This design comes from an exercise in tuning for small area, a short achievable clock period and few clock cycles per item on the open sky130 flow, not from production work.
At most, simulation tests tie the RTL to the original design; equivalence was not proved.
Only the layout flow was run in run 4; the RTL was not checked for function there.
No activity file was given, so power comes from the tool's default toggle rates.

===== flow/flow/run.sh =====
#!/bin/bash
# Standard layout, with repair_timing asked to leave extra setup slack so that
# the achieved period (clock period less setup slack) comes out short.
set -euo pipefail
bash standard.sh SETUP_SLACK_MARGIN=10 finish > make.log 2>&1

===== flow/standard.sh =====
#!/bin/bash
# synth_recipe.tcl (not shown) runs the flow's synth.tcl, then flattens the netlist and writes it again
# the make line also repeats each setting of config.mk as NAME=value (left out here)
make -C /OpenROAD-flow-scripts/flow DESIGN_CONFIG=/design/flow/config.mk WORK_HOME=/design/flow/orfs CLKGATE_MAP_FILE= SYNTH_SCRIPT=/design/flow/synth_recipe.tcl "${@:-finish}"

===== flow/config.mk =====
export PLATFORM = sky130hd
export DESIGN_NAME = lora_tx_encoder
export DESIGN_NICKNAME = lora_tx_encoder
export VERILOG_FILES = /design/flow/design.v
export SDC_FILE = /design/flow/constraint.sdc
export NUM_CORES = 4
export LEC_CHECK = 0
export CAP_MARGIN = 20
export CORE_MARGIN = 2
export CORE_UTILIZATION = 40
export SLEW_MARGIN = 20

===== flow/constraint.sdc =====
create_clock -name core_clock -period 14.0 [get_ports {clk}]
set_input_delay 2.8000 -clock core_clock [delete_from_list [all_inputs] [get_ports {clk}]]
set_output_delay 2.8000 -clock core_clock [all_outputs]
set_load 0.01 [all_outputs]

===== flow/design.v =====
module lora_tx_encoder (
    input  wire        clk,
    input  wire        rst,           
    input  wire        start,
    input  wire [3:0]  cfg_sf,        
    input  wire [3:0]  cfg_ppm,       
    input  wire [2:0]  cfg_rdd,       
    input  wire        cfg_explicit,  
    input  wire        nib_valid,
    output wire        nib_ready,
    input  wire [3:0]  nib_data,
    output wire        sym_valid,
    input  wire        sym_ready,
    output wire [15:0] sym_data
);
    localparam [63:0] SEED_N = 64'hE85C2EFFFFFFFFFF;
    localparam [63:0] SEED_1 = 64'hF8ECFEEFEFEFEFEF;
    reg  [2:0]  sh;                   
    reg  [3:0]  wsel;                 
    reg  [3:0]  pm1;                  
    reg  [2:0]  bw1;                  
    reg         rdd1;                 
    reg         expl;
    reg  [11:0] bp [0:7];             
    reg  [3:0]  j;                    
    reg         b_hdr;                
    reg         b_hdr_out;            
    reg         b_full;
    reg         reseed;               
    reg  [2:0]  skip;                 
    reg         fresh;                
    reg         nr;                   
    reg  [63:0] s;
    reg         widx;
    reg  [11:0] ap [0:7];             
    reg  [2:0]  k;                    
    reg         a_full;
    wire [3:0] d   = nib_data;
    wire       plain = b_hdr && expl && (j < 4'd5);
    wire [7:0] skey = fresh ? SEED_N[39:32] : (widx ? s[7:0] : s[39:32]);
    wire [7:0] key = skey & {8{!plain}};
    wire       b4  = d[0] ^ d[1] ^ d[2] ^ (d[3] & !b_hdr & rdd1);
    wire [7:0] cw  = {d[0] ^ d[2] ^ d[3], d[0] ^ d[1] ^ d[3], d[1] ^ d[2] ^ d[3], b4, d} ^ key;
    wire       accept = nib_valid && nr;
    wire       b_last = (j == pm1);
    assign nib_ready = nr;
    wire       a_last = (k == 3'd0);
    wire       sel_b  = !a_full || a_last;      
    wire       a_en   = a_full ? sym_ready : b_full;
    wire       xfer   = b_full && (!a_full || (a_last && sym_ready));
    reg [11:0] anext [0:6];
    integer p;
    always @* begin
        for (p = 0; p < 7; p = p + 1)
            anext[p] = sel_b ? bp[p] : {ap[p+1][wsel], ap[p+1][11:1]};
    end
    reg [11:0] g;
    integer q;
    always @* begin
        g[11] = anext[0][11];
        for (q = 10; q >= 0; q = q - 1)
            g[q] = g[q+1] ^ anext[0][q];
        for (q = 0; q < 12; q = q + 1)
            if (q < wsel) g[q] = 1'b0;
    end
    wire [11:0] sym_n = g >> sh;
    assign sym_valid = a_full;
    assign sym_data  = {4'd0, ap[0]};
    wire       a_full_n = xfer || (a_full && !(a_last && sym_ready));
    wire       b_full_n = (accept && b_last) || (b_full && !xfer);
    wire       reseed_n = accept && b_last && b_hdr && rdd1;
    wire [2:0] skip_n   = reseed ? nskip[3:1] : (skip != 3'd0) ? skip - 3'd1 : 3'd0;
    wire [3:0] nskip    = pm1 + 4'd1 - (expl ? 4'd5 : 4'd0);    
    wire [3:0] ppm_in   = (cfg_ppm == 4'd0) ? cfg_sf : cfg_ppm;
    function [63:0] step(input [63:0] r);
        step = {r[39:32] ^ r[31:24] ^ r[23:16] ^ r[7:0], r[63:8]};
    endfunction
    integer i;
    always @(posedge clk) begin
        if (accept)
            for (i = 0; i < 8; i = i + 1)
                bp[i] <= {cw[i], bp[i][11:1]};
        if (a_en) begin
            ap[0] <= sym_n;
            for (i = 1; i < 7; i = i + 1)
                ap[i] <= anext[i];
            ap[7] <= bp[7];
            k <= sel_b ? (b_hdr_out ? 3'd7 : bw1) : k - 3'd1;
        end
        if (fresh)
            s <= SEED_N;
        else if (reseed)
            s <= SEED_1;
        else if (skip != 3'd0 || (accept && !plain && widx))
            s <= step(s);
        if (rst) begin
            a_full <= 1'b0;
            b_full <= 1'b0;
            reseed <= 1'b0;
            skip   <= 3'd0;
            fresh  <= 1'b0;
            nr     <= 1'b0;
        end else if (start) begin
            sh     <= 3'd4 - cfg_sf[2:0];       
            wsel   <= 4'd12 - ppm_in;
            pm1    <= ppm_in - 4'd1;
            bw1    <= 3'd3 + cfg_rdd;
            rdd1   <= (cfg_rdd == 3'd1);
            expl   <= cfg_explicit;
            a_full <= 1'b0;
            b_full <= 1'b0;
            reseed <= 1'b0;
            skip   <= 3'd0;
            fresh  <= 1'b1;
            nr     <= 1'b1;
            b_hdr  <= 1'b1;
            b_hdr_out <= 1'b1;
            j      <= 4'd0;
            widx   <= 1'b0;
        end else begin
            fresh  <= 1'b0;
            a_full <= a_full_n;
            b_full <= b_full_n;
            reseed <= reseed_n;
            skip   <= skip_n;
            nr     <= (!b_full_n || !a_full_n) && !reseed_n && (skip_n == 3'd0);
            if (xfer)
                b_hdr_out <= 1'b0;
            if (accept) begin
                if (!plain)
                    widx <= ~widx;
                if (b_last) begin
                    j     <= 4'd0;
                    b_hdr <= 1'b0;
                end else begin
                    j <= j + 4'd1;
                end
            end
            if (reseed)
                widx <= nskip[0];
        end
    end
endmodule

==> results of run 1 <==
==> registers in the layout, indices dropped and copies added (netlist names), 3 cells and up <==
register  count
bw1           3
sh            3
bp           96
j             4
k             3
skip          3
s            64
pm1           3
wsel          4
ap           96
==> routing by layer <==
layer  wire length (um)  vias up
met2              11400      131
met3                895       49
met5                  0        -
met4                554        0
met1              11600     3747
li1                   -     3895
==> area by class of cell <==
| cell class | instances | area share |
|---|---|---|
| well taps | 402 | 0.0345 |
| clock inverters | 19 | 0.00833 |
| inverters | 24 | 0.00618 |
| multi-input cells | 734 | 0.320 |
| repair buffers | 49 | 0.0289 |
| flip-flops and latches | 289 | 0.547 |
| clock buffers | 39 | 0.0553 |
==> cell usage after synthesis (2+ instances only) <==
library cell,n
nand2_1,333
edfxtp_1,217
dfxtp_1,72
xnor2_1,55
clkbuf_1,50
nand3_1,46
nor2_1,38
mux2i_1,30
o21ai_0,28
a21oi_1,25
inv_1,22
mux4_2,19
xor2_1,19
ha_1,14
mux2_2,11
nor3_1,11
nand2b_1,8
o21bai_1,7
a211oi_1,6
a31oi_1,6
nor2b_1,6
o22ai_1,6
and2_1,5
buf_1,5
xnor3_1,5
buf_2,4
buf_4,4
o211ai_1,4
nor4_1,3
o32ai_1,3
or2_2,3
mux2i_2,2
nor3b_1,2
o21a_1,2
o21ai_1,2
or3_1,2
xnor2_2,2
==> worst paths after layout <==
check,slack (ps),start,end
max reg2reg,10200,k[0]$_DFFE_PP_,ap[0][0]$_DFFE_PP_
min,430,bp[7][2]$_DFFE_PP_,ap[7][2]$_DFFE_PP_
min reg2reg,430,bp[7][2]$_DFFE_PP_,ap[7][2]$_DFFE_PP_
max,10000,a_full$_SDFF_PP0_,sym_valid
==> repair_timing <==
item                       CTS  global route
cloned                       3             1
hold buffers                 0             0
pin swaps                    4             0
setup endpoints to repair  241            12
gates resized for setup     44            12
buffers inserted             5             0
==> through the flow <==
stage	power [mW]	setup slack, ps
6_report	2.00	10000
3_5_place_dp	1.27	8970
3_3_place_gp	1.26	9010
4_1_cts	2.02	9910
2_1_floorplan	1.21	9790
5_1_grt	2.09	9950
==> cell families after synthesis <==
family          count (synthesis)  share of synthesized area
simple gates                  464                      0.150
buf+inv                        88                     0.0280
compound gates                104                     0.0529
fa+ha+maj                      14                     0.0137
flops                         289                      0.623
mux                            63                     0.0697
other cells                     1                   0.000294
xor+xnor                       81                     0.0621
==> power by group through the flow <==
stage                     Clock [mW]  Combinational, mW  Sequential, mW
after floorplan                    0              0.189            1.03
after global placement             0              0.226            1.04
after detailed placement           0              0.228            1.04
after CTS                      0.770              0.232            1.02
after global routing           0.803              0.258            1.03
final                          0.749              0.229            1.02
==> results.toml, run 1 <==
[route]
num_vias = 7822
wire_per_inst_um = 15.7
routed_wl_mm = 24.4
viasPerCell = 5.03
ant_nets = 0
first_iter_violations = 491
drc = 0
drtPass1Iterations = 5

[cts]
cts_max_path_buffers = 3
tritoncts = "done"
clock_latency_ps = 570
clk_pin_slew_ps = 60
cts_buffers = 31
root_buffer = "clkbuf_16"
h-tree-depth = 1
cts_sinks = 289

[layout]
final_area_mm2 = 0.0146
layout_commonest_cell = "nand2_1"
fillers = 2887
areaGrowthSynthToFinish_pct = 14.0
final_cell_mix = "300 x nand2_1, 217 x edfxtp_1, 70 x dfxtp_1"
utilization = 0.463
layout.nets = 1164
diodes = 0
fin_cells = 1556
multi_input_area_mm2 = 0.00466
drive_above_1_share = 0.139
final-seq-area_mm2 = 0.00796

[grt]
busiest_layer = "met2"
grt_max_degree = 86
grt_use_met3 = 0.0237
grt_pass1_vias = 7902
track_usage = 0.149
use_met2 = 0.247
grt_antenna_before_repair = 0
grt_overflow = 0
grt_pass1_wl_mm = 40.6
grtUsageMet1 = 0.206

[critical_path]
cpPeakStageDelay_ps = 390
cpLargestDelayFamily = "flip-flops"
start_kind = "flop"
crit_path_max_fanout = 5
path_cells = "clkdlybuf4s15_1"
slowest_stage = "dfxtp_4"
critPathKind = "flop to output pin"
critPathBufInv = 1
worstPathArrival_ps = 1200
cp-end-kind = "output pin"
worstPathRequired_ps = 11200
crit_cells = 1
r2r_cells = 11

[die]
die_w_um = 183
die_h_um = 183
fp.coreArea_mm2 = 0.0315
start_util = 0.406
ios = 39
placementRows = 65
die_area_mm2 = 0.0334

[logic_synthesis]
ys_ff_latch = 289
synth.area.top_cells = "edfxtp_1 51%, dfxtp_1 11%, nand2_1 9.8%, xnor2_1 3.8%, mux4_2 3.3%"
syn_inst = 1104
synth_top_area_cell = "edfxtp_1"
netlist_area_mm2 = 0.0128
synth_warnings = 4
syn_area_per_cell_um2 = 11.6
synthFlopType = "edfxtp_1"
seq_area_frac_synth = 0.623
synth_top_cell_area_share = 0.510
synth_edf_count = 217
synth_cell_types = 64
synth-async-reset-ratio = 0

[timing]
hold_viol_final = 0
fin_worst_skew_ps = 26.2
tns_ps = 0
final.period_utilization = 0.286
holdWs_ps = 427
worstMarginPinSlew_ps = 774
finalSetupViolations = 0
timing.fmax_mhz = 250
fin_crit_ps = 4000
drv_slew = 0
maxSlewHeadroom = 0.484
rsz0062_at_grt = "yes"

[power]
pwr-share-seq = 0.510
power.density_mw_per_mm2 = 137
p_leak_nw = 5.57
p_comb_frac = 0.115
p_sw_mw = 0.483
clock_power_share = 0.375
internal_power_mw = 1.52
ir_drop_v = 0.000110
p_sw_frac = 0.242

[hold_path]
hold_class = "flop to flop"
min_path_cells = 0

[placement]
hpwl_mm = 14.3
placed_cell_area_mm2 = 0.0136
dp_cells = 1489
port_buffers = 34
routabilityCongestion = 0.788

[outcome]
status = "no timing/DRC/antenna violations"

[run]
maxCapViolations = 0
Testbench counts, summed over its fixed seeds: cycles 7,660, symbols 5,535.
==> run 2, diff against run 1 <==
==> flow/flow/run.sh (replaced) <==
#!/bin/bash
# Standard layout, with repair_timing asked to leave extra setup slack so that
# the achieved period (clock period less setup slack) comes out short.
set -euo pipefail
bash standard.sh SETUP_SLACK_MARGIN=10.4 ABC_AREA=1 'BUFFER_PORTS_ARGS=-buffer_cell sky130_fd_sc_hd__buf_2' CTS_CLUSTER_SIZE=24 CTS_CLUSTER_DIAMETER=120 finish > make.log 2>&1
==> run 2 against run 1 <==
  * Non-clock buffer count grew 18
  * Sequential cell count is the same
  * Fmax grew 4.6%
  * Clock-buffer cell count shrank 17
  * Utilization shrank 0.93 points
  * Total power shrank 14%
  * Final area shrank 2.5%
  * Combinational power shrank 8%
  * Wire length grew 5.4%
  * Clock skew is essentially flat
  * Synthesized cell count grew 12%
  * Largest cell class unchanged
==> results.toml, run 2 <==
[outcome]
status = "no timing/DRC/antenna violations"

[layout]
multi_input_area_mm2 = 0.00411
top_regs = "ap x96, bp x96, s x64"
fillers = 2869
layout.nets = 1301
final-seq-area_mm2 = 0.00796
drive_above_1_share = 0.127
final_cell_mix = "286 x nand2_1, 217 x edfxtp_1, 125 x o21ai_0"
areaGrowthSynthToFinish_pct = 12.3
diodes = 0
layout_commonest_cell = "nand2_1"

[route]
routed_wl_mm = 25.8
first_iter_violations = 787
wire_per_inst_um = 15.4
drc = 0
num_vias = 8374
ant_nets = 0
drtPass1Iterations = 5
viasPerCell = 5.01

[grt]
track_usage = 0.154
grt_pass1_wl_mm = 41.3
grt_antenna_before_repair = 0
grt_overflow = 0
grt_pass1_vias = 7911
grt_max_degree = 93

[cts]
root_buffer = "clkbuf_16"
cts_sinks = 289
cts_max_path_buffers = 3
clk_pin_slew_ps = 100
cts_buffers = 16
clock_latency_ps = 500
ctsHoldBuffers = 0
tritoncts = "done"
h-tree-depth = 1

[timing]
fin_crit_ps = 3830
tns_ps = 0
holdWs_ps = 427
worstMarginPinSlew_ps = 832
final.period_utilization = 0.273
hold_viol_final = 0
maxSlewHeadroom = 0.445
setup_ws_ps = 10170
rsz0062_at_grt = "yes"
finalSetupViolations = 0
drv_slew = 0
timing.fmax_mhz = 261
fin_worst_skew_ps = 25.9

[die]
die_w_um = 182
fp.coreArea_mm2 = 0.0313
ios = 39
placementRows = 65
die_h_um = 182
die_area_mm2 = 0.0331
start_util = 0.404

[critical_path]
crit_path_max_fanout = 1
path_cells = "buf_2"
worstPathArrival_ps = 1030
cp-end-kind = "output pin"
worstPathRequired_ps = 11200
cpLargestDelayFamily = "flip-flops"
cpPeakStageDelay_ps = 380
critPathKind = "flop to output pin"
critPathBufInv = 1
slowest_stage = "edfxtp_1"
start_kind = "flop"

[logic_synthesis]
synth.area.top_cells = "edfxtp_1 52%, dfxtp_1 11%, nand2_1 8.5%, o21ai_0 5.1%, inv_1 3.4%"
synth_top_area_cell = "edfxtp_1"
synth_edf_count = 217
syn_area_per_cell_um2 = 10.3
synth-async-reset-ratio = 0
synth_cell_types = 45
seq_area_frac_synth = 0.629
synth_common_cells = "288 x nand2_1, 217 x edfxtp_1, 129 x o21ai_0, 116 x inv_1, 72 x dfxtp_1"
ys_ff_latch = 289
syn_inst = 1231
synth_top_cell_area_share = 0.515
synthFlopType = "edfxtp_1"
netlist_area_mm2 = 0.0126
synth_warnings = 4
synth_most_common_cell = "nand2_1"

[placement]
hpwl_mm = 15.0
post-place-ws_ps = 8270
port_buffers = 34
routabilityCongestion = 0.774

[power]
power_mw = 1.73
power.density_mw_per_mm2 = 122
p_leak_nw = 5.71
ir_drop_v = 0.0000896

[run]
maxCapViolations = 0

[hold_path]
hold_class = "flop to flop"
-- run 2: cell count changes after synthesis, sizes merged, moves of 21 or more --
cell / previous run / this run
nand3: 46 / 78
inv: 23 / 124
nand2: 333 / 298
o21ai: 31 / 134
a21oi: 25 / 46
mux2i: 32 / 2
-- run 2: repair_timing --
action / 4_1_cts / 5_1_grt
endpoints found under the setup margin: 278 / 67
setup buffers: 11 / 11
pin swaps: 2 / 5
gates resized for setup: 20 / 18
cloned: 6 / 2
-- run 2: cell type report --
cell class	instances	share of cell area
clock buffers	22	0.0313
clock inverters	1	0.00211
inverters	125	0.0371
multi-input cells	763	0.289
flip-flops and latches	289	0.561
well taps	402	0.0354
repair buffers	67	0.0412
repair inverters	4	0.00282
-- run 2: through the flow --
stage	instances	utilization	area, um^2
6_report	1673	0.454	14200
5_1_grt	1673	0.454	14200
4_1_cts	1659	0.447	14000
3_5_place_dp	1619	0.423	13300
3_3_place_gp	1619	0.423	13300
2_1_floorplan	1234	-	12800
-- run 2: path summary, 6_finish.rpt --
path	slack [ps]	from	endpoint	depth (start not counted)
max reg2reg	10690	k[0]$_DFFE_PP_	ap[0][0]$_DFFE_PP_	27
min	430	bp[7][0]$_DFFE_PP_	ap[7][0]$_DFFE_PP_	0
min reg2reg	430	bp[7][0]$_DFFE_PP_	ap[7][0]$_DFFE_PP_	0
max	10170	ap[0][8]$_SDFFCE_PP0P_	sym_data[8]	1
-- run 2: metal layers --
layer / track usage / share of wire
met5: 0 / 0
met4: 0.0250 / 0.013
met3: 0.0197 / 0.045
met2: 0.254 / 0.46
met1: 0.223 / 0.48
-- run 2: cell families (layout without fill, tap and decap cells) --
| group | after synthesis | count (layout) | share of synthesized area |
|---|---|---|---|
| compound gates | 237 | 238 | 0.106 |
| other cells | 1 | 4 | 0.000296 |
| buf+inv | 183 | 219 | 0.0579 |
| flops | 289 | 289 | 0.629 |
| xor+xnor | 54 | 54 | 0.0374 |
| simple gates | 451 | 451 | 0.154 |
| mux | 2 | 2 | 0.00158 |
| fa+ha+maj | 14 | 14 | 0.0138 |
-- run 2: where the power goes --
group	leakage [nW]	total [mW]	switching, mW	internal, mW
Combinational	2.88	0.210	0.123	0.0870
Clock	0.227	0.499	0.271	0.227
Sequential	2.61	1.02	0.0357	0.982
==> run 3, diff against run 2 <==
==> flow/flow/run.sh (replaced) <==
#!/bin/bash
# Standard layout, with repair_timing asked to leave extra setup slack so that
# the achieved period (clock period less setup slack) comes out short.
set -euo pipefail
bash standard.sh SETUP_SLACK_MARGIN=10 ABC_AREA=1 'BUFFER_PORTS_ARGS=-buffer_cell sky130_fd_sc_hd__buf_2' CTS_CLUSTER_SIZE=24 CTS_CLUSTER_DIAMETER=120 finish > make.log 2>&1
==> run 3 against run 2 <==
  * Still clean
  * Utilization down 1.2 points
  * Total power down 0.30%
  * Clock-buffer cell count up 4
  * Cell count down 1.2%
  * Critical path type unchanged
  * Critical endpoint is now nib_ready
  * Largest power group unchanged
==> results.toml, run 3 <==
[outcome]
status = "no timing/DRC/antenna violations"

[logic_synthesis]
synth_edf_count = 217
synth_top_area_cell = "edfxtp_1"
seq_area_frac_synth = 0.629
synth-async-reset-ratio = 0
netlist_area_mm2 = 0.0126
synth_top_cell_area_share = 0.515
synth_cell_types = 45
syn_inst = 1231
syn_area_per_cell_um2 = 10.3
synth.area.top_cells = "edfxtp_1 52%, dfxtp_1 11%, nand2_1 8.5%, o21ai_0 5.1%, inv_1 3.4%"
synth_most_common_cell = "nand2_1"
synthFlopType = "edfxtp_1"
synth_warnings = 4
ys_ff_latch = 289
synth_common_cells = "288 x nand2_1, 217 x edfxtp_1, 129 x o21ai_0, 116 x inv_1, 72 x dfxtp_1"

[critical_path]
crit_path_max_fanout = 2
rr_startpoint = "k[0]$_DFFE_PP_"
cpPeakStageDelay_ps = 430
start_kind = "flop"
r2r_cells = 27
cpLargestDelayFamily = "flip-flops"
slowest_stage = "dfxtp_1"
path_cells = "buf_2"
critPathKind = "flop to output pin"
critPathBufInv = 1
crit_cells = 1
cp-end-kind = "output pin"
rrSetupSlack_ps = 10340
regToRegEndpoint = "ap[0][0]$_DFFE_PP_"
worstPathArrival_ps = 1100
worstPathRequired_ps = 11200

[run]
maxCapViolations = 0

[power]
p_leak_nw = 5.56
p_sw_frac = 0.249
pwr-share-seq = 0.592
clock_power_share = 0.294
p_sw_mw = 0.429
power.density_mw_per_mm2 = 124
internal_power_mw = 1.29
p_comb_frac = 0.114
ir_drop_v = 0.0000668

[layout]
diodes = 0
layout.nets = 1277
layout_commonest_cell = "nand2_1"
final_cell_mix = "286 x nand2_1, 217 x edfxtp_1, 129 x o21ai_0"
final_area_mm2 = 0.0138
top_regs = "ap x96, bp x96, s x64"
drive_above_1_share = 0.0975
fin_cells = 1653
areaGrowthSynthToFinish_pct = 9.33

[route]
viasPerCell = 4.95
highest-signal-layer = "met4"
wire_per_inst_um = 15.1
drtPass1Iterations = 4
routed_wl_mm = 25.0
ant_nets = 0
num_vias = 8180
first_iter_violations = 724
wl_met2_mm = 11.3
drc = 0
dr_wl_met3_um = 807
wl_met1_mm = 12.4

[grt]
grt_pass1_wl_mm = 40.8
grt_pass1_vias = 7887
grt_overflow = 0
track_usage = 0.152
grt_max_degree = 82
grt_antenna_before_repair = 0

[timing]
fin_worst_skew_ps = 24.8
finalSetupViolations = 0
rsz0062_at_grt = "yes"
maxSlewHeadroom = 0.471
timing.fmax_mhz = 257
final.period_utilization = 0.278
tns_ps = 0
fin_crit_ps = 3900
worstMarginPinSlew_ps = 792
drv_slew = 0
hold_viol_final = 0

[hold_path]
min_path_cells = 0
min_from = "bp[7][0]$_DFFE_PP_"
hold_class = "flop to flop"
hold_end = "ap[7][0]$_DFFE_PP_"

[placement]
dp_cells = 1620
hpwl_mm = 15.3
routabilityCongestion = 0.776
port_buffers = 34
placed_cell_area_mm2 = 0.0132

[cts]
tritoncts = "done"
h-tree-depth = 1
cts_sinks = 289
cts_buffers = 16
cts_max_path_buffers = 3
root_buffer = "clkbuf_16"
clk_pin_slew_ps = 100
clock_latency_ps = 490

[die]
die_w_um = 182
placementRows = 65
die_h_um = 182
start_util = 0.404
fp.coreArea_mm2 = 0.0313
ios = 39
die_area_mm2 = 0.0331
==> run 3: kinds of logic after synthesis <==
family / count (synthesis) / synth area share
AND/OR/NAND/NOR: 451 / 0.154
adder cells (fa/ha/maj): 14 / 0.0138
XOR/XNOR: 54 / 0.0374
other: 1 / 0.000296
buffers and inverters: 183 / 0.0579
multiplexers: 2 / 0.00158
AO/OA/AOI/OAI: 237 / 0.106
flip-flops: 289 / 0.629
==> run 3: how the worst max path moves through the flow <==
stage,startpoint,end,slack [ps]
floorplan,nib_valid,s[12]$_SDFFE_PP1P_,8820
global placement,nib_valid,s[53]$_SDFFE_PP0P_,8600
detailed placement,nib_valid,s[53]$_SDFFE_PP0P_,8510
CTS,nib_valid,s[53]$_SDFFE_PP0P_,10030
global route,k[0]$_DFFE_PP_,ap[0][0]$_DFFE_PP_,9960
finish,nr$_SDFF_PP0_,nib_ready,10100
==> run 3: metrics by stage <==
step	hold WS, ps	power, mW	utilization	setup WS (ps)
2_1_floorplan	400	1.18	-	8820
3_3_place_gp	414	1.22	0.422	8600
3_5_place_dp	418	1.23	0.422	8510
4_1_cts	441	1.73	0.439	10030
5_1_grt	443	1.80	0.442	9960
6_report	434	1.72	0.442	10100
==> run 3: layout make-up <==
type,count,area (um^2)
Clock inverter,1,30.0
Tap cell,402,503
Fill cell,2933,17500
Timing Repair inverter,1,5.00
Sequential cell,289,7960
Inverter,125,509
Clock buffer,26,459
Timing Repair Buffer,47,337
Multi-Input combinational cell,762,4030
==> run 3: power by group through the flow <==
stage               logic [mW]  registers (mW)  clock network (mW)
detailed placement       0.192            1.04                   0
finish                   0.196            1.02               0.506
floorplan                0.156            1.03                   0
global route             0.224            1.03               0.549
global placement         0.188            1.04                   0
CTS                      0.195            1.02               0.521
==> run 3: what timing repair did <==
| item | 4_1_cts | 5_1_grt |
|---|---|---|
| gates cloned | 1 | 1 |
| buffers inserted | 2 | 1 |
| pin swaps | 0 | 1 |
| hold buffers | 0 | 0 |
| gates resized for setup | 8 | 3 |
| setup endpoints to repair | 182 | 8 |
==> run 3: metal layers <==
| metal | global-route usage | vias to the layer above |
|---|---|---|
| li1 | - | 4186 |
| met1 | 0.224 | 3864 |
| met2 | 0.241 | 101 |
| met3 | 0.0166 | 29 |
| met4 | 0.0325 | 0 |
| met5 | 0 | - |
==> run 4, diff against run 3 <==
--- a/flow/design.v
+++ b/flow/design.v
@@ -17,6 +17,5 @@
     localparam [63:0] SEED_1 = 64'hF8ECFEEFEFEFEFEF;
     reg  [2:0]  sh;                   
-    reg  [3:0]  wsel;                 
-    reg  [3:0]  pm1;                  
+    reg  [3:0]  ppm;
     reg  [2:0]  bw1;                  
     reg         rdd1;                 
@@ -37,5 +36,5 @@
     reg         a_full;
     wire [3:0] d   = nib_data;
-    wire       plain = b_hdr && expl && (j < 4'd5);
+    wire       plain = b_hdr && expl && (j < 4'd6);
     wire [7:0] skey = fresh ? SEED_N[39:32] : (widx ? s[7:0] : s[39:32]);
     wire [7:0] key = skey & {8{!plain}};
@@ -43,5 +42,5 @@
     wire [7:0] cw  = {d[0] ^ d[2] ^ d[3], d[0] ^ d[1] ^ d[3], d[1] ^ d[2] ^ d[3], b4, d} ^ key;
     wire       accept = nib_valid && nr;
-    wire       b_last = (j == pm1);
+    wire       b_last = (j == ppm);
     assign nib_ready = nr;
     wire       a_last = (k == 3'd0);
@@ -49,4 +48,5 @@
     wire       a_en   = a_full ? sym_ready : b_full;
     wire       xfer   = b_full && (!a_full || (a_last && sym_ready));
+    wire [3:0] wsel = 4'd12 - ppm;              
     reg [11:0] anext [0:6];
     integer p;
@@ -71,5 +71,5 @@
     wire       reseed_n = accept && b_last && b_hdr && rdd1;
     wire [2:0] skip_n   = reseed ? nskip[3:1] : (skip != 3'd0) ? skip - 3'd1 : 3'd0;
-    wire [3:0] nskip    = pm1 + 4'd1 - (expl ? 4'd5 : 4'd0);    
+    wire [3:0] nskip    = ppm - (expl ? 4'd5 : 4'd0);    
     wire [3:0] ppm_in   = (cfg_ppm == 4'd0) ? cfg_sf : cfg_ppm;
     function [63:0] step(input [63:0] r);
@@ -103,6 +103,5 @@
         end else if (start) begin
             sh     <= 3'd4 - cfg_sf[2:0];       
-            wsel   <= 4'd12 - ppm_in;
-            pm1    <= ppm_in - 4'd1;
+            ppm    <= ppm_in;
             bw1    <= 3'd3 + cfg_rdd;
             rdd1   <= (cfg_rdd == 3'd1);
@@ -116,5 +115,5 @@
             b_hdr  <= 1'b1;
             b_hdr_out <= 1'b1;
-            j      <= 4'd0;
+            j      <= 4'd1;
             widx   <= 1'b0;
         end else begin
@@ -131,5 +130,5 @@
                     widx <= ~widx;
                 if (b_last) begin
-                    j     <= 4'd0;
+                    j     <= 4'd1;
                     b_hdr <= 1'b0;
                 end else begin
==> run 4 against run 3 <==
  * Clock power shrank 9.1%
  * Hold slack improved by 1.7 ps
  * Still clean on timing, DRC and antenna
  * Sequential share of layout area is 2.1 points lower
  * Die area decreased by 0.74%
  * Wire length is 7.5% higher
  * Setup slack worse by 55 ps
  * Synthesized area down 0.76%
  * Fmax shrank 1.4%
  * Non-clock buffer count increased by 18
  * Synthesized cell count is 1.4% higher
  * Final area is 2.7% higher
  * Combinational power grew about 20%
==> results.toml, run 4 <==
[outcome]
status = "no timing/DRC/antenna violations"

[placement]
hpwl_mm = 15.1
routabilityCongestion = 0.784
port_buffers = 34
placed_cell_area_mm2 = 0.0131

[power]
power.density_mw_per_mm2 = 120
p_leak_nw = 5.69
ir_drop_v = 0.0000838

[timing]
worstMarginPinSlew_ps = 1030
final.period_utilization = 0.282
fin_crit_ps = 3950
timing.fmax_mhz = 253
tns_ps = 0
drv_slew = 0
maxSlewHeadroom = 0.313
hold_viol_final = 0
fin_worst_skew_ps = 11.2
finalSetupViolations = 0
rsz0062_at_grt = "no"

[route]
drc = 0
wire_per_inst_um = 16.0
viasPerCell = 5.05
drtPass1Iterations = 5
num_vias = 8487
routed_wl_mm = 26.8
first_iter_violations = 700
ant_nets = 0

[critical_path]
regToRegEndpoint = "ap[0][0]$_DFFE_PP_"
crit_cells = 11
critPathBufInv = 6
slowest_stage = "a221o_1"
cp-end-kind = "flop"
rrSetupSlack_ps = 10310
critPathMostFrequentCell = "buf_12"
worstPathRequired_ps = 14380
cpLargestDelayFamily = "buffers and inverters"
path_cells = "buf_2, nand2_8, clkinvlp_4, nand3_1, nand2_4, buf_12, clkinv_16, nor2_4, buf_12, buf_4, a221o_1"
critPathKind = "input pin to flop"
start_kind = "input pin"
r2r_cells = 32
startpoint = "nib_valid"
rr_startpoint = "ppm[0]$_DFFE_PP_"
cpPeakStageDelay_ps = 270
crit_path_max_fanout = 27
worstPathArrival_ps = 4330
worstSetupEndpoint = "s[20]$_SDFFE_PP1P_"

[die]
start_util = 0.408
placementRows = 64
die_area_mm2 = 0.0328
die_h_um = 181
die_w_um = 181
ios = 39
fp.coreArea_mm2 = 0.0307

[logic_synthesis]
syn_inst = 1248
synth-xor-area-share = 0.0362
synth_top_family_by_area = "simple AND/OR/NAND/NOR gates"
synthFlopType = "edfxtp_1"
synth-async-reset-ratio = 0
ys_ff_latch = 286
synth_top_cell_area_share = 0.512
synth_warnings = 4
synth-compound-area-share = 0.0914
synth-simple-area-share = 0.182
synth_cell_types = 41
seq_area_frac_synth = 0.627
synthAdderAreaFrac = 0.0140
synth_edf_count = 214
synth.area.top_cells = "edfxtp_1 51%, dfxtp_1 11%, nand2_1 10%, nand3_1 3.6%, o21ai_0 3.5%"
synth_most_common_cell = "nand2_1"
synth_common_cells = "342 x nand2_1, 214 x edfxtp_1, 91 x nand3_1, 89 x o21ai_0, 88 x inv_1"
netlist_area_mm2 = 0.0126
syn_area_per_cell_um2 = 10.1
muxShareOfSynthArea = 0.000797
synth_top_area_cell = "edfxtp_1"

[layout]
final_area_mm2 = 0.0142
layout.nets = 1312
top_regs = "ap x96, bp x96, s x64"
fillers = 2853
layout_commonest_cell = "nand2_1"
diodes = 0
final_cell_mix = "339 x nand2_1, 214 x edfxtp_1, 89 x o21ai_0"
areaGrowthSynthToFinish_pct = 13.1
drive_above_1_share = 0.116

[cts]
h-tree-depth = 1
cts_buffers = 15
tritoncts = "done"
clock_latency_ps = 490
root_buffer = "clkbuf_16"
cts_sinks = 286
cts_max_path_buffers = 3
clk_pin_slew_ps = 90

[grt]
grt_antenna_before_repair = 0
grt_pass1_vias = 8066
grt_pass1_wl_mm = 41.6
track_usage = 0.154
grt_overflow = 0
grt_max_degree = 83

[run]
maxCapViolations = 0

[hold_path]
min_path_cells = 0
hold_class = "flop to flop"
run 4: changes by cell type after synthesis, sizes merged, moves of 3 or more:
cell | before | now
nand2 | 298 | 354
o21ai | 134 | 98
inv | 124 | 96
nand3 | 78 | 100
nor2 | 56 | 70
a31oi | 9 | 1
a221oi | 2 | 9
o22ai | 13 | 7
clkbuf | 42 | 47
o211ai | 22 | 27
buf | 16 | 12
edfxtp | 217 | 214
run 4: cell type report:
class | count | area, um^2 | area share
flip-flops and latches | 286 | 7870 | 0.554
multi-input cells | 808 | 4270 | 0.301
repair buffers | 65 | 703 | 0.0495
well taps | 396 | 495 | 0.0349
inverters | 98 | 420 | 0.0296
clock buffers | 24 | 409 | 0.0288
repair inverters | 3 | 23.8 | 0.00167
clock inverters | 1 | 3.75 | 0.000264
run 4: report_power, final:
group	internal, mW	switching (mW)	leakage, nW
sequential	0.971	0.0355	2.58
combinational	0.0972	0.139	2.91
clock	0.204	0.256	0.200
run 4: how the worst min path moves through the flow:
stage                         endpoint  slack, ps          startpoint
floorplan           ap[7][0]$_DFFE_PP_        400  bp[7][0]$_DFFE_PP_
CTS                 ap[7][0]$_DFFE_PP_        440  bp[7][0]$_DFFE_PP_
global placement    ap[7][0]$_DFFE_PP_        410  bp[7][0]$_DFFE_PP_
finish              ap[7][0]$_DFFE_PP_        440  bp[7][0]$_DFFE_PP_
detailed placement  ap[7][0]$_DFFE_PP_        420  bp[7][0]$_DFFE_PP_
global route        ap[7][0]$_DFFE_PP_        450  bp[7][0]$_DFFE_PP_
run 4: per-stage QoR:
step                utilization  setup slack, ps  instances  hold WS, ps  power (mW)
floorplan                     -             8790       1251          400        1.18
global placement          0.426             8400       1630          413        1.23
detailed placement        0.426             8380       1630          420        1.23
CTS                       0.446             9980       1661          442        1.69
global route              0.462             9970       1681          447        1.79
finish                    0.462            10050       1681          435        1.70
run 4: logic make-up after synthesis:
kind of cell | Yosys count
other | 1
muxes | 1
xor gates and xnor gates | 51
DFF | 286
AOI/OAI and AO/OA | 197
and+or+nand+nor | 541
adders and majority gates | 14
buffers and inverters | 157
run 4: timing repair:
action,4_1_cts,5_1_grt
gates cloned,4,8
endpoints found under the setup margin,215,17
gates resized for setup,23,37
hold buffers,0,0
setup buffers,2,11
pin swaps,0,10
run 4: routing by layer:
metal,wire [um],GRT usage
met1,12200,0.210
met2,13100,0.266
met3,1050,0.0189
met4,503,0.0280
met5,0,0
run 4: worst register-to-register path, delay by kind of cell (launching register included):
kind                     cells  cell delay (ps)
buffers and inverters        4              520
adder cells (fa/ha/maj)      1              240
flip-flops                   1              470
AND/OR/NAND/NOR             27             2240

-- afterwards: timing with drivers on the ports --
The results above use ideal ports. As a check the final layouts listed here were re-extracted and re-timed, cells and wires unchanged. Step 1, drivers: a clkbuf_16 drives clk and a buf_2 each remaining input, both assumed. Step 2 adds t to the input delays and takes it off the output delays; t is the mean of the earliest and latest rising clock arrival at the registers after step 1. Input paths then give back, and output paths get back, about the clock's delay inside the block. Slacks: ideal ports / drivers / drivers and shift; pairs: ideal ports / drivers.
run | t, ns | slack for setup (ns) | pins driven straight from the clock port
run 1 | 0.604 | 9.997 / 9.948 / 9.492 | 1
run 2 | 0.540 | 10.172 / 10.124 / 9.930 | 1
run 3 | 0.541 | 10.104 / 10.052 / 9.648 | 1
run 4 | 0.526 | 10.049 / 10.069 / 9.543 | 1
After both steps setup and hold are still met in every run listed. The setup slack of run 4, which loses most, moves by +0.020 ns with the drivers and by -0.506 ns with both steps.
